This design comes from an exercise in tuning for small area on the open sky130 flow, not from production work.
For this run, only the layout was checked, not whether the RTL still works.
Power is estimated from default activity; no workload was simulated.

`run.sh`:
```
#!/bin/bash
# synth_recipe.tcl (not shown) runs the flow's synth.tcl, then flattens the netlist and writes it again
# the make line also repeats each setting of config.mk as NAME=value (left out here)
make -C /OpenROAD-flow-scripts/flow DESIGN_CONFIG=/design/flow/config.mk WORK_HOME=/design/flow/orfs CLKGATE_MAP_FILE= SYNTH_SCRIPT=/design/flow/synth_recipe.tcl finish
```
`config.mk`:
```
export PLATFORM = sky130hd
export DESIGN_NAME = display_font_rom
export DESIGN_NICKNAME = display_font_rom
export VERILOG_FILES = /design/flow/design.v
export SDC_FILE = /design/flow/constraint.sdc
export NUM_CORES = 4
export LEC_CHECK = 0
export CAP_MARGIN = 20
export CORE_MARGIN = 2
export CORE_UTILIZATION = 40
export SLEW_MARGIN = 20
```
`constraint.sdc`:
```
create_clock -name core_clock -period 10.0 [get_ports {clk}]
set_input_delay 2.0000 -clock core_clock [delete_from_list [all_inputs] [get_ports {clk}]]
set_output_delay 2.0000 -clock core_clock [all_outputs]
set_load 0.01 [all_outputs]
```
`design.v`:
```
module dfr_font_rom (
    input  wire [7:0] code,
    output reg  [7:0] glyph
);
    always @(*) begin
        case (code)
            8'h20: glyph = 8'h00; 8'h21: glyph = 8'h06; 8'h22: glyph = 8'h22; 8'h23: glyph = 8'h7E;
            8'h24: glyph = 8'h6D; 8'h25: glyph = 8'h52; 8'h26: glyph = 8'h46; 8'h27: glyph = 8'h20;
            8'h28: glyph = 8'h29; 8'h29: glyph = 8'h0B; 8'h2A: glyph = 8'h21; 8'h2B: glyph = 8'h70;
            8'h2C: glyph = 8'h10; 8'h2D: glyph = 8'h40; 8'h2E: glyph = 8'h80; 8'h2F: glyph = 8'h52;
            8'h30: glyph = 8'h3F; 8'h31: glyph = 8'h06; 8'h32: glyph = 8'h5B; 8'h33: glyph = 8'h4F;
            8'h34: glyph = 8'h66; 8'h35: glyph = 8'h6D; 8'h36: glyph = 8'h7D; 8'h37: glyph = 8'h07;
            8'h38: glyph = 8'h7F; 8'h39: glyph = 8'h6F; 8'h3A: glyph = 8'h09; 8'h3B: glyph = 8'h0D;
            8'h3C: glyph = 8'h61; 8'h3D: glyph = 8'h48; 8'h3E: glyph = 8'h43; 8'h3F: glyph = 8'h53;
            8'h40: glyph = 8'h5F; 8'h41: glyph = 8'h77; 8'h42: glyph = 8'h7C; 8'h43: glyph = 8'h39;
            8'h44: glyph = 8'h5E; 8'h45: glyph = 8'h79; 8'h46: glyph = 8'h71; 8'h47: glyph = 8'h3D;
            8'h48: glyph = 8'h76; 8'h49: glyph = 8'h30; 8'h4A: glyph = 8'h1E; 8'h4B: glyph = 8'h75;
            8'h4C: glyph = 8'h38; 8'h4D: glyph = 8'h15; 8'h4E: glyph = 8'h37; 8'h4F: glyph = 8'h3F;
            8'h50: glyph = 8'h73; 8'h51: glyph = 8'h6B; 8'h52: glyph = 8'h33; 8'h53: glyph = 8'h6D;
            8'h54: glyph = 8'h78; 8'h55: glyph = 8'h3E; 8'h56: glyph = 8'h3E; 8'h57: glyph = 8'h2A;
            8'h58: glyph = 8'h76; 8'h59: glyph = 8'h6E; 8'h5A: glyph = 8'h5B; 8'h5B: glyph = 8'h39;
            8'h5C: glyph = 8'h64; 8'h5D: glyph = 8'h0F; 8'h5E: glyph = 8'h23; 8'h5F: glyph = 8'h08;
            8'h60: glyph = 8'h02; 8'h61: glyph = 8'h5F; 8'h62: glyph = 8'h7C; 8'h63: glyph = 8'h58;
            8'h64: glyph = 8'h5E; 8'h65: glyph = 8'h7B; 8'h66: glyph = 8'h71; 8'h67: glyph = 8'h6F;
            8'h68: glyph = 8'h74; 8'h69: glyph = 8'h10; 8'h6A: glyph = 8'h0C; 8'h6B: glyph = 8'h75;
            8'h6C: glyph = 8'h30; 8'h6D: glyph = 8'h14; 8'h6E: glyph = 8'h54; 8'h6F: glyph = 8'h5C;
            8'h70: glyph = 8'h73; 8'h71: glyph = 8'h67; 8'h72: glyph = 8'h50; 8'h73: glyph = 8'h6D;
            8'h74: glyph = 8'h78; 8'h75: glyph = 8'h1C; 8'h76: glyph = 8'h1C; 8'h77: glyph = 8'h14;
            8'h78: glyph = 8'h76; 8'h79: glyph = 8'h6E; 8'h7A: glyph = 8'h5B; 8'h7B: glyph = 8'h46;
            8'h7C: glyph = 8'h30; 8'h7D: glyph = 8'h70; 8'h7E: glyph = 8'h01;
            default: glyph = 8'h00;
        endcase
    end
endmodule
module dfr_segment_encoder (
    input  wire [7:0]   code,
    input  wire [4:0]   nseg,
    input  wire [39:0]  segmap,      
    output reg  [19:0]  pins,
    output wire         dp_only
);
    localparam [7:0] DP_GLYPH = 8'h80;
    wire [7:0] glyph;
    dfr_font_rom u_rom (.code(code), .glyph(glyph));
    assign dp_only = (glyph == DP_GLYPH);
    integer i;
    always @(*) begin
        pins = 20'd0;
        for (i = 0; i < 8; i = i + 1)
            if (glyph[i] && (i < nseg))
                pins[segmap[5*i +: 5]] = 1'b1;
    end
endmodule
module display_font_rom (
    input  wire        clk,
    input  wire        rst,          
    input  wire        tick,         
    input  wire        in_valid,
    input  wire [31:0] in_data,
    output wire        in_ready,
    output reg         rsp_valid,
    output reg  [31:0] rsp_data,
    output reg         load,         
    output reg         din,          
    output reg         sclk          
);
    localparam TEXT_CAP         = 32;
    localparam BLINK_HALF_TICKS = 2;
    localparam SCROLL_TICKS     = 3;
    localparam [3:0] OP_SETUP    = 4'h1, OP_SET_TEXT = 4'h2, OP_ALIGN = 4'h3,
                     OP_EFFECT   = 4'h4, OP_SCROLL   = 4'h5, OP_DEMO  = 4'h6,
                     OP_PRINT    = 4'h7;
    localparam [3:0] ST_OK = 4'd0, ST_OUT_OF_RANGE = 4'd1, ST_BAD_MAP = 4'd2,
                     ST_IGNORED = 4'd3, ST_BAD_CMD = 4'd4;
    localparam [1:0] EFF_NONE = 2'd0, EFF_BLINK = 2'd1, EFF_SCROLL = 2'd2;
    localparam [2:0] S_IDLE = 3'd0, S_ADVANCE = 3'd1, S_REBUILD = 3'd2,
                     S_TX_LOW = 3'd3, S_TX_SHIFT = 3'd4, S_TX_HIGH = 3'd5;
    localparam [1:0] C_HDR = 2'd0, C_PAY = 2'd1, C_EXEC = 2'd2;
    reg        configured;
    reg  [4:0] nseg, ndig;
    reg  [4:0] segmap [0:19];
    reg  [4:0] posmap [0:19];
    reg  [7:0] text [0:TEXT_CAP-1];
    reg  [5:0] text_len;
    reg  [4:0] start_pos, max_pos;
    reg  [1:0] align;
    reg  [1:0] effect;
    reg  [7:0] cycle_num;
    reg  [5:0] visible_idx, visible_len;
    reg        content_changed;
    reg        demo_mode;
    reg  [7:0] demo_cycle_num;
    reg  [6:0] demo_idx;
    reg  [7:0] demo_cycles_left;
    reg        blink_on;
    reg  [1:0] eff_timer;
    reg  [7:0] cycles_left;
    reg  [23:0] frame [0:19];
    reg  [2:0]  fsm;
    reg  [4:0]  digit_idx, bit_idx;
    reg         shift_phase;
    reg  [23:0] shreg;
    reg         tick_pending;
    reg  [4:0]  rb_pos;
    reg  [6:0]  rb_k;
    reg  [1:0]  cstate;
    reg  [3:0]  c_op;
    reg  [7:0]  c_a, c_b;
    reg  [11:0] c_n;
    reg  [11:0] c_cnt;           
    reg         c_win_ok;        
    reg         c_map_ok;        
    reg  [19:0] c_used;          
    integer i;
    wire [5:0] win_w = {1'b0, max_pos} - {1'b0, start_pos} + 6'd1;
    wire [6:0] ss_next    = {1'b0, visible_idx} + 7'd1;
    wire       ss_wrap    = (ss_next + {1'b0, win_w}) > {1'b0, text_len};
    wire [5:0] ss_idx     = ss_wrap ? 6'd0 : ss_next[5:0];
    wire       ss_count   = ss_wrap && (cycle_num != 8'd0);
    wire       ss_done    = ss_count && (cycles_left == 8'd1);
    wire [7:0] ds_next    = {1'b0, demo_idx} + 8'd1;
    wire       ds_wrap    = (ds_next + {3'b0, ndig}) > 8'd95;
    wire [6:0] ds_idx     = ds_wrap ? 7'd0 : ds_next[6:0];
    wire       ds_count   = ds_wrap && (demo_cycle_num != 8'd0);
    wire       ds_done    = ds_count && (demo_cycles_left == 8'd1);
    wire busy_rebuild = (fsm == S_ADVANCE) || (fsm == S_REBUILD) ||
                        ((fsm == S_IDLE) && tick_pending);
    assign in_ready = (cstate == C_PAY) || ((cstate == C_HDR) && !busy_rebuild);
    wire        hdr_fire = in_valid && in_ready && (cstate == C_HDR);
    wire        pay_fire = in_valid && in_ready && (cstate == C_PAY);
    wire [3:0]  h_op = in_data[31:28];
    wire [7:0]  h_a  = in_data[27:20];
    wire [7:0]  h_b  = in_data[19:12];
    wire [11:0] h_n  = in_data[11:0];
    wire [7:0] h_hi   = (h_op == OP_PRINT) ? ({3'b0, ndig} - 8'd1) : h_b;
    wire       h_win  = configured && (h_a <= h_hi) && (h_hi < {3'b0, ndig}) &&
                        (h_hi <= TEXT_CAP);
    wire text_cmd_ok = c_win_ok && ((c_op == OP_SET_TEXT) ||
                                    ((c_op == OP_PRINT) && !demo_mode));
    wire [1:0]       al_sel = (c_a[1:0] == 2'd3) ? 2'd0 : c_a[1:0];
    wire signed [7:0] al_d  = $signed({2'b0, text_len}) - $signed({2'b0, win_w});
    wire [5:0]       al_right  = (al_d > 0) ? al_d[5:0] : 6'd0;
    wire [5:0]       al_center = (al_d > 0) ? al_d[6:1] : 6'd0;
    wire [5:0] n_stored = (c_n > TEXT_CAP) ? TEXT_CAP[5:0] : c_n[5:0];
    wire [8:0] setup_sum = {1'b0, c_a} + {1'b0, c_b};
    wire       setup_ok  = !configured && (c_n == {3'b0, setup_sum}) &&
                           (c_a != 8'd0) && (c_b != 8'd0) && (setup_sum <= 9'd20) &&
                           c_map_ok;
    wire [7:0] pb       = in_data[7:0];
    wire       pb_range = (pb <= 8'd19);
    wire       pb_dup   = pb_range && c_used[pb[4:0]];
    wire [6:0] k_start = demo_mode ? demo_idx : {1'b0, visible_idx};
    wire [6:0] demo_rem = 7'd95 - demo_idx;
    wire [6:0] k_end   = demo_mode ? (demo_idx + ((demo_rem < {2'b0, ndig}) ? demo_rem : {2'b0, ndig}))
                                   : ({1'b0, visible_idx} + {1'b0, visible_len});
    wire [4:0] win_lo  = demo_mode ? 5'd0 : start_pos;
    wire [4:0] win_hi  = demo_mode ? (ndig - 5'd1) : max_pos;
    wire       show    = demo_mode || !((effect == EFF_BLINK) && !blink_on);
    wire [6:0] k_cur   = (rb_pos == 5'd0) ? k_start : rb_k;
    wire [6:0] k_nxt   = k_cur + 7'd1;
    wire [7:0] c0      = demo_mode ? (8'h20 + {1'b0, k_cur}) : text[k_cur[4:0]];
    wire [7:0] c1      = demo_mode ? (8'h20 + {1'b0, k_nxt}) : text[k_nxt[4:0]];
    wire [19:0] pins0, pins1;
    wire        dp0, dp1;
    dfr_segment_encoder u_enc0 (
        .code(c0), .nseg(nseg),
        .segmap({segmap[7], segmap[6], segmap[5], segmap[4],
                 segmap[3], segmap[2], segmap[1], segmap[0]}),
        .pins(pins0), .dp_only(dp0));
    dfr_segment_encoder u_enc1 (
        .code(c1), .nseg(nseg),
        .segmap({segmap[7], segmap[6], segmap[5], segmap[4],
                 segmap[3], segmap[2], segmap[1], segmap[0]}),
        .pins(pins1), .dp_only(dp1));
    wire        in_win = (rb_pos >= win_lo) && (rb_pos <= win_hi) && (k_cur < k_end);
    wire        merge  = in_win && !dp0 && (k_nxt < k_end) && dp1;
    wire [19:0] segs   = pins0 | (merge ? pins1 : 20'd0);
    wire [23:0] sel    = 24'd1 << posmap[rb_pos];
    wire [23:0] rb_frame = sel | ((show && in_win) ? {4'd0, segs} : 24'd0);
    wire [6:0]  rb_k_next = in_win ? (merge ? k_cur + 7'd2 : k_cur + 7'd1) : k_cur;
    always @(posedge clk) begin
        if (rst) begin
            configured <= 1'b0;
            nseg <= 5'd0;
            ndig <= 5'd0;
            for (i = 0; i < 20; i = i + 1) begin
                segmap[i] <= 5'd0;
                posmap[i] <= 5'd0;
            end
            text_len <= 6'd0;
            start_pos <= 5'd0;
            max_pos <= 5'd0;
            align <= 2'd0;
            effect <= EFF_NONE;
            cycle_num <= 8'd0;
            visible_idx <= 6'd0;
            visible_len <= 6'd0;
            content_changed <= 1'b0;
            demo_mode <= 1'b0;
            demo_cycle_num <= 8'd0;
            demo_idx <= 7'd0;
            demo_cycles_left <= 8'd0;
            blink_on <= 1'b1;
            eff_timer <= 2'd0;
            cycles_left <= 8'd0;
            fsm <= S_IDLE;
            digit_idx <= 5'd0;
            bit_idx <= 5'd0;
            shift_phase <= 1'b0;
            shreg <= 24'd0;
            tick_pending <= 1'b0;
            rb_pos <= 5'd0;
            rb_k <= 7'd0;
            load <= 1'b1;
            din <= 1'b0;
            sclk <= 1'b0;
            cstate <= C_HDR;
            c_op <= 4'd0;
            c_a <= 8'd0;
            c_b <= 8'd0;
            c_n <= 12'd0;
            c_cnt <= 12'd0;
            c_win_ok <= 1'b0;
            c_map_ok <= 1'b0;
            c_used <= 20'd0;
            rsp_valid <= 1'b0;
            rsp_data <= 32'd0;
        end else begin
            rsp_valid <= 1'b0;
            if (tick)
                tick_pending <= 1'b1;
            case (cstate)
                C_HDR: if (hdr_fire) begin
                    c_op <= h_op;
                    c_a <= h_a;
                    c_b <= h_b;
                    c_n <= h_n;
                    c_cnt <= 12'd0;
                    c_win_ok <= h_win;
                    c_map_ok <= 1'b1;
                    c_used <= 20'd0;
                    cstate <= (h_n == 12'd0) ? C_EXEC : C_PAY;
                end
                C_PAY: if (pay_fire) begin
                    if (c_op == OP_SETUP && !configured) begin
                        if (!pb_range || pb_dup)
                            c_map_ok <= 1'b0;
                        if (pb_range)
                            c_used[pb[4:0]] <= 1'b1;
                        if (c_cnt < {4'd0, c_a}) begin
                            if (c_cnt < 12'd20)
                                segmap[c_cnt[4:0]] <= pb[4:0];
                        end else if (c_cnt - {4'd0, c_a} < 12'd20) begin
                            posmap[c_cnt[4:0] - c_a[4:0]] <= pb[4:0];
                        end
                    end
                    if (text_cmd_ok && c_cnt < TEXT_CAP)
                        text[c_cnt[4:0]] <= pb;
                    c_cnt <= c_cnt + 12'd1;
                    if (c_cnt + 12'd1 == c_n)
                        cstate <= C_EXEC;
                end
                C_EXEC: begin
                    cstate <= C_HDR;
                    rsp_valid <= 1'b1;
                    rsp_data <= {16'd0, ST_OK, 12'd0};
                    case (c_op)
                        OP_SETUP: begin
                            if (setup_ok) begin
                                nseg <= c_a[4:0];
                                ndig <= c_b[4:0];
                                configured <= 1'b1;
                                content_changed <= 1'b1;
                            end else begin
                                rsp_data <= {16'd0, ST_BAD_MAP, 12'd0};
                            end
                        end
                        OP_SET_TEXT, OP_PRINT: begin
                            if (c_op == OP_PRINT && demo_mode) begin
                                rsp_data <= {16'd0, ST_IGNORED, c_n};
                            end else if (!c_win_ok) begin
                                rsp_data <= {16'd0, ST_OUT_OF_RANGE, 12'd0};
                            end else begin
                                text_len <= n_stored;
                                start_pos <= c_a[4:0];
                                max_pos <= (c_op == OP_PRINT) ? (ndig - 5'd1) : c_b[4:0];
                                visible_idx <= 6'd0;
                                if (c_op == OP_PRINT)
                                    visible_len <= (n_stored < (ndig - c_a[4:0])) ?
                                                   n_stored : {1'b0, ndig - c_a[4:0]};
                                else
                                    visible_len <= (n_stored < (c_b[5:0] - c_a[5:0] + 6'd1)) ?
                                                   n_stored : (c_b[5:0] - c_a[5:0] + 6'd1);
                                content_changed <= 1'b1;
                                if (c_op == OP_PRINT)
                                    rsp_data <= {16'd0, ST_OK, 6'd0, n_stored};
                            end
                        end
                        OP_ALIGN: begin
                            align <= al_sel;
                            if (effect != EFF_SCROLL) begin
                                case (al_sel)
                                    2'd0:    visible_idx <= 6'd0;
                                    2'd2:    visible_idx <= al_right;
                                    default: visible_idx <= al_center;
                                endcase
                            end
                            content_changed <= 1'b1;
                        end
                        OP_EFFECT: begin
                            effect <= (c_a[1:0] == 2'd3) ? EFF_NONE : c_a[1:0];
                            cycle_num <= c_b;
                            cycles_left <= c_b;
                            blink_on <= 1'b1;
                            eff_timer <= 2'd0;
                            if (c_a[1:0] == EFF_SCROLL)
                                visible_idx <= 6'd0;
                            content_changed <= 1'b1;
                        end
                        OP_SCROLL: begin
                            if (effect == EFF_SCROLL) begin
                                visible_idx <= ss_idx;
                                content_changed <= 1'b1;
                                if (ss_count)
                                    cycles_left <= cycles_left - 8'd1;
                                if (ss_done)
                                    effect <= EFF_NONE;
                            end
                        end
                        OP_DEMO: begin
                            demo_mode <= (c_a[1:0] == 2'd1);
                            demo_cycle_num <= c_b;
                            demo_cycles_left <= c_b;
                            demo_idx <= 7'd0;
                            eff_timer <= 2'd0;
                            content_changed <= 1'b1;
                        end
                        default: begin
                            rsp_data <= {16'd0, ST_BAD_CMD, 12'd0};
                        end
                    endcase
                end
                default: cstate <= C_HDR;
            endcase
            case (fsm)
                S_IDLE: begin
                    if (tick_pending && cstate == C_HDR && !hdr_fire) begin
                        tick_pending <= tick;
                        if (configured)
                            fsm <= S_ADVANCE;
                    end
                end
                S_ADVANCE: begin
                    if (demo_mode) begin
                        if (eff_timer + 2'd1 >= SCROLL_TICKS) begin
                            eff_timer <= 2'd0;
                            demo_idx <= ds_idx;
                            content_changed <= 1'b1;
                            if (ds_count)
                                demo_cycles_left <= demo_cycles_left - 8'd1;
                            if (ds_done)
                                demo_mode <= 1'b0;
                        end else begin
                            eff_timer <= eff_timer + 2'd1;
                        end
                    end else if (effect == EFF_BLINK) begin
                        if (eff_timer + 2'd1 >= BLINK_HALF_TICKS) begin
                            eff_timer <= 2'd0;
                            blink_on <= !blink_on;
                            content_changed <= 1'b1;
                            if (!blink_on && cycle_num != 8'd0) begin
                                cycles_left <= cycles_left - 8'd1;
                                if (cycles_left == 8'd1)
                                    effect <= EFF_NONE;
                            end
                        end else begin
                            eff_timer <= eff_timer + 2'd1;
                        end
                    end else if (effect == EFF_SCROLL) begin
                        if (eff_timer + 2'd1 >= SCROLL_TICKS) begin
                            eff_timer <= 2'd0;
                            visible_idx <= ss_idx;
                            content_changed <= 1'b1;
                            if (ss_count)
                                cycles_left <= cycles_left - 8'd1;
                            if (ss_done)
                                effect <= EFF_NONE;
                        end else begin
                            eff_timer <= eff_timer + 2'd1;
                        end
                    end else begin
                        eff_timer <= 2'd0;
                    end
                    rb_pos <= 5'd0;
                    fsm <= S_REBUILD;
                end
                S_REBUILD: begin
                    if (!content_changed) begin
                        digit_idx <= 5'd0;
                        fsm <= S_TX_LOW;
                    end else begin
                        frame[rb_pos] <= rb_frame;
                        rb_k <= rb_k_next;
                        rb_pos <= rb_pos + 5'd1;
                        if (rb_pos == ndig - 5'd1) begin
                            content_changed <= 1'b0;
                            digit_idx <= 5'd0;
                            fsm <= S_TX_LOW;
                        end
                    end
                end
                S_TX_LOW: begin
                    load <= 1'b0;
                    shreg <= frame[digit_idx];
                    bit_idx <= 5'd23;
                    shift_phase <= 1'b0;
                    fsm <= S_TX_SHIFT;
                end
                S_TX_SHIFT: begin
                    if (!shift_phase) begin
                        din <= shreg[bit_idx];
                        sclk <= 1'b0;
                        shift_phase <= 1'b1;
                    end else begin
                        sclk <= 1'b1;
                        shift_phase <= 1'b0;
                        if (bit_idx == 5'd0)
                            fsm <= S_TX_HIGH;
                        else
                            bit_idx <= bit_idx - 5'd1;
                    end
                end
                S_TX_HIGH: begin
                    sclk <= 1'b0;
                    din <= 1'b0;
                    load <= 1'b1;
                    if (digit_idx == ndig - 5'd1) begin
                        fsm <= S_IDLE;
                    end else begin
                        digit_idx <= digit_idx + 5'd1;
                        fsm <= S_TX_LOW;
                    end
                end
                default: fsm <= S_IDLE;
            endcase
        end
    end
endmodule
```
==> run summary <==
[logic make-up (layout without fill, tap and decap cells)]
kind of cell | after synthesis | after routing | synth area share
AO/OA/AOI/OAI | 1052 | 1052 | 0.113
XOR/XNOR | 124 | 124 | 0.0175
adder cells (fa/ha/maj) | 216 | 216 | 0.0440
buffers and inverters | 512 | 587 | 0.0365
flip-flops | 1164 | 1164 | 0.517
multiplexers | 524 | 524 | 0.136
other | 1 | 78 | 0.0000593
AND/OR/NAND/NOR | 1789 | 1789 | 0.136
[worst reg2reg max path: stages, from the launching register on]
cell and delay, ps:
dfxtp_1 350, inv_1 190, ha_1 220, nor4b_4 570, mux2i_2 220, clkinv_2 90
buf_4 520, buf_4 700, nor3_1 300, a31oi_1 260, o211ai_1 140, o31ai_2 750
nor2_1 310, inv_1 230, ha_1 440, mux2i_1 130, a2111oi_0 430, a31oi_1 120
a31oi_4 700, nor3_1 210, nor4_1 810, a31oi_1 180, a211o_1 590
[routing by layer]
layer / global-route usage / share of wire / vias up
met1: 0.337 / 0.41 / 23200
li1: - / - / 20500
met5: 0 / 0 / -
met4: 0.0957 / 0.042 / 0
met2: 0.396 / 0.46 / 2112
met3: 0.0412 / 0.079 / 424
[final cells by class]
class | instances | area, sq um | area share
inverters | 163 | 616 | 0.00872
repair buffers | 195 | 1630 | 0.0230
flip-flops and latches | 1164 | 32700 | 0.463
well taps | 2058 | 2570 | 0.0365
clock inverters | 76 | 983 | 0.0139
diodes | 1 | 2.50 | 0.0000355
clock buffers | 153 | 3310 | 0.0469
multi-input cells | 3782 | 28800 | 0.408
[through the flow]
step	cell area, sq um	util	std cells	setup WS (ps)	hold WS (ps)
after detailed placement	66200	0.423	7360	1370	437
after floorplan	63500	-	5458	1470	420
final	70600	0.451	7592	1110	452
after global routing	70600	0.451	7591	660	467
after CTS	70500	0.450	7589	1250	453
after global placement	66200	0.423	7359	1290	434
[cell usage in the layout, fill, tap and decap left out, drive strengths merged, types with 23 or more instances in the layout]
cell	Yosys	final
nand3	121	121
edfxtp	936	936
clkdlybuf4s50	0	49
a31oi	61	61
nand2b	47	47
o21ai	185	185
nor2	451	451
or3	33	33
o211ai	34	34
inv	162	166
ha	206	206
buf	123	145
dfxtp	228	228
clkbuf	226	154
nor4	39	39
nand4	37	37
o32ai	23	23
xnor2	80	80
o22ai	31	31
nor3	187	187
a21o	37	37
mux2	25	25
mux2i	236	236
nor2b	53	53
and3	83	83
o21a	32	32
a21oi	294	294
and2	101	101
xor2	44	44
a22oi	48	48
a211oi	49	49
or2	33	33
clkinv	1	47
mux4	263	263
a221oi	24	24
nand2	529	529
nor3b	24	24
conb	1	77
[power by group through the flow]
stage	sequential (uW)	clock, uW	combinational [uW]
floorplan	5390	0	549
global placement	5440	0	779
detailed placement	5450	0	788
CTS	5340	4910	791
global route	5350	5070	879
finish	5340	4830	804
[sequential cells by signal, indices dropped and copies added, names as in the netlist, 6 cells and up, named ones only]
name / cells
visible_idx: 6
text_len: 6
cycle_num: 8
posmap: 160
demo_cycle_num: 8
rb_k: 7
c_used: 20
c_cnt: 12
demo_idx: 7
demo_cycles_left: 8
visible_len: 6
c_n: 12
c_a: 8
rsp_data: 15
frame: 480
cycles_left: 8
segmap: 40
c_b: 8
text: 256
shreg: 24
[worst max path at each step]
| stage | start | slack, ps | cells after the start | endpoint |
|---|---|---|---|---|
| 6_report | rb_pos[0] | 1110 | 22 | frame[2][7] |
| 5_1_grt | rb_pos[0] | 660 | 22 | frame[2][7] |
| 4_1_cts | rb_pos[0] | 1250 | 22 | frame[0][7] |
| 3_5_place_dp | rb_pos[0] | 1370 | 22 | frame[10][15] |
| 3_3_place_gp | rb_pos[0] | 1290 | 22 | frame[8][15] |
| 2_1_floorplan | rb_pos[0] | 1470 | 34 | frame[0][9] |
==> run summary <==
run status=finished clean; Synth area leader=edfxtp_1; Comb pwr share=0.073; Clock H-tree levels=3; max-cap violations=0; Worst EP arrival=9230 ps; CP startpoint kind=flip-flop; maximum VDD drop=0.166 mV; row count=145; Syn Area/Cell=11.7 sq um; wire per inst=26.9 um; Peak Freq=112 MHz; first-pass GRT wire length=300000 um; hold_sp=cycle_num[5]; unique cell type count in the Yosys netlist=120; slowest cell on the critical path=nor4_1; drt drc=0; hold path depth=2; worst r2r src=rb_pos[0]; Pint=8350 uW; Post-synth EDFFs=936; unrepaired setup endpoints after global routing=no; Post-DRT Antenna Nets=0; Mapped Cells=5382; static leakage=0.0236 uW; WP buf/inv=5; Final min period=8890 ps; top_reg_cell synth=edfxtp_1; Sw Share=0.239; Worst Hold End=cycle_num[5]; Slew headroom=0.172; CP Capture Type=flip-flop; top cells by area, synth=edfxtp_1 44%, mux4_2 9.4%, dfxtp_1 7.2%; top-level port count=73; clock tree buffer depth=3; CTS tree=done; Seq/Total Area, Yosys=0.517; Die Ht=401 um; worst skew pair latency=810 ps; Final Slew Violations=0; via count=46200; wirelength, routed=204000 um; clock share of power=0.440; PortBufs=55; Final setup viols=0; largest net degree at the start of global routing=97; top cells by count, synth=936 x edfxtp_1, 528 x nand2_1, 447 x nor2_1, 293 x a21oi_1, 263 x mux4_2; clock root buffer=clkbuf_16; Yosys Warn Count=3; Setup TNS=0 ps; Hold Fails Final Rpt=0; fin crit share=0.889; # fillers=14300; r2r setup slk=1110 ps; hold buffers post-CTS=0; Vias/cell=6.09; critical path class=reg2reg; post-CTS setup buffer count=0; DR pass1 iterations=7; FF-to-FF path depth=22; Die ar.=161000 sq um; most common cell in the netlist=edfxtp_1; top cell type's share of synthesized area=0.445; routability cong.=0.961; P_sw=2630 uW; Hold Crit Class=reg2reg; GR Util All Layers=0.248; initial antenna violation count=5; synthesized area=63200 sq um; power share of the sequential group=0.487; asr flop ratio synth=0; clk_skew=100 ps; pwr dens=156 nW/um^2; Final Power=11000 uW; nets=5678; CP Data Required Time=10340 ps; total clock sinks=1164; CP peak stage delay=810 ps; initial core utilization=0.404; gr ovfl total=0; Clk pin slew, worst setup/hold paths=60 ps; area grow syn2layout=11.7%; cts bufs inserted=120; Slew @ Worst Pin=1230 ps; synthesized flop and latch total=1164; core area=157000 sq um; Critical Path Most Common Cell=a31oi_1; RR Endpoint=frame[2][7]; post-cts sizing count=0; Worst Path Max Fanout=42; Iteration-0 DRC Markers=5430; crit-path leading delay family=compound AO/OA/AOI/OAI gates; vias in the first global route=44400; share of layout cells above drive strength 1=0.142; cells along the critical path=inv_1, ha_1, nor4b_4, mux2i_2, clkinv_2, buf_4, buf_4, nor3_1, a31oi_1, o211ai_1, o31ai_2, nor2_1, inv_1, ha_1, mux2i_1, a2111oi_0, a31oi_1, a31oi_4, nor3_1, nor4_1, a31oi_1, a211o_1; die outline width=401 um; dpl hpwl=140000 um

port drivers added, routing unchanged:
How much do the figures lean on ideal ports? The routed layout below was timed once more, with nothing changed but the port constraints.
Step 1 sets driving cells, clkbuf_16 on the clock port and buf_2 on the other inputs (assumed; they add their load-dependent delay and slew).
Step 2 times the ports against the registers' clock, not the clock port: input delays grow and output delays shrink by t, the midpoint of the rising clock arrivals with the driver on.
a / b / c = ideal ports / drivers / drivers and shift; a / b = the first two.
shift t [ns]: 0.843
slack for setup (ns): 1.110 / 1.110 / 1.110
hold slack, ns: 0.452 / 0.452 / 0.452
cell pins on the clock port's net: 1
After both steps setup and hold are still met in this run. The setup slack of this run moves by 0.000 ns with the drivers and by 0.000 ns with both steps.
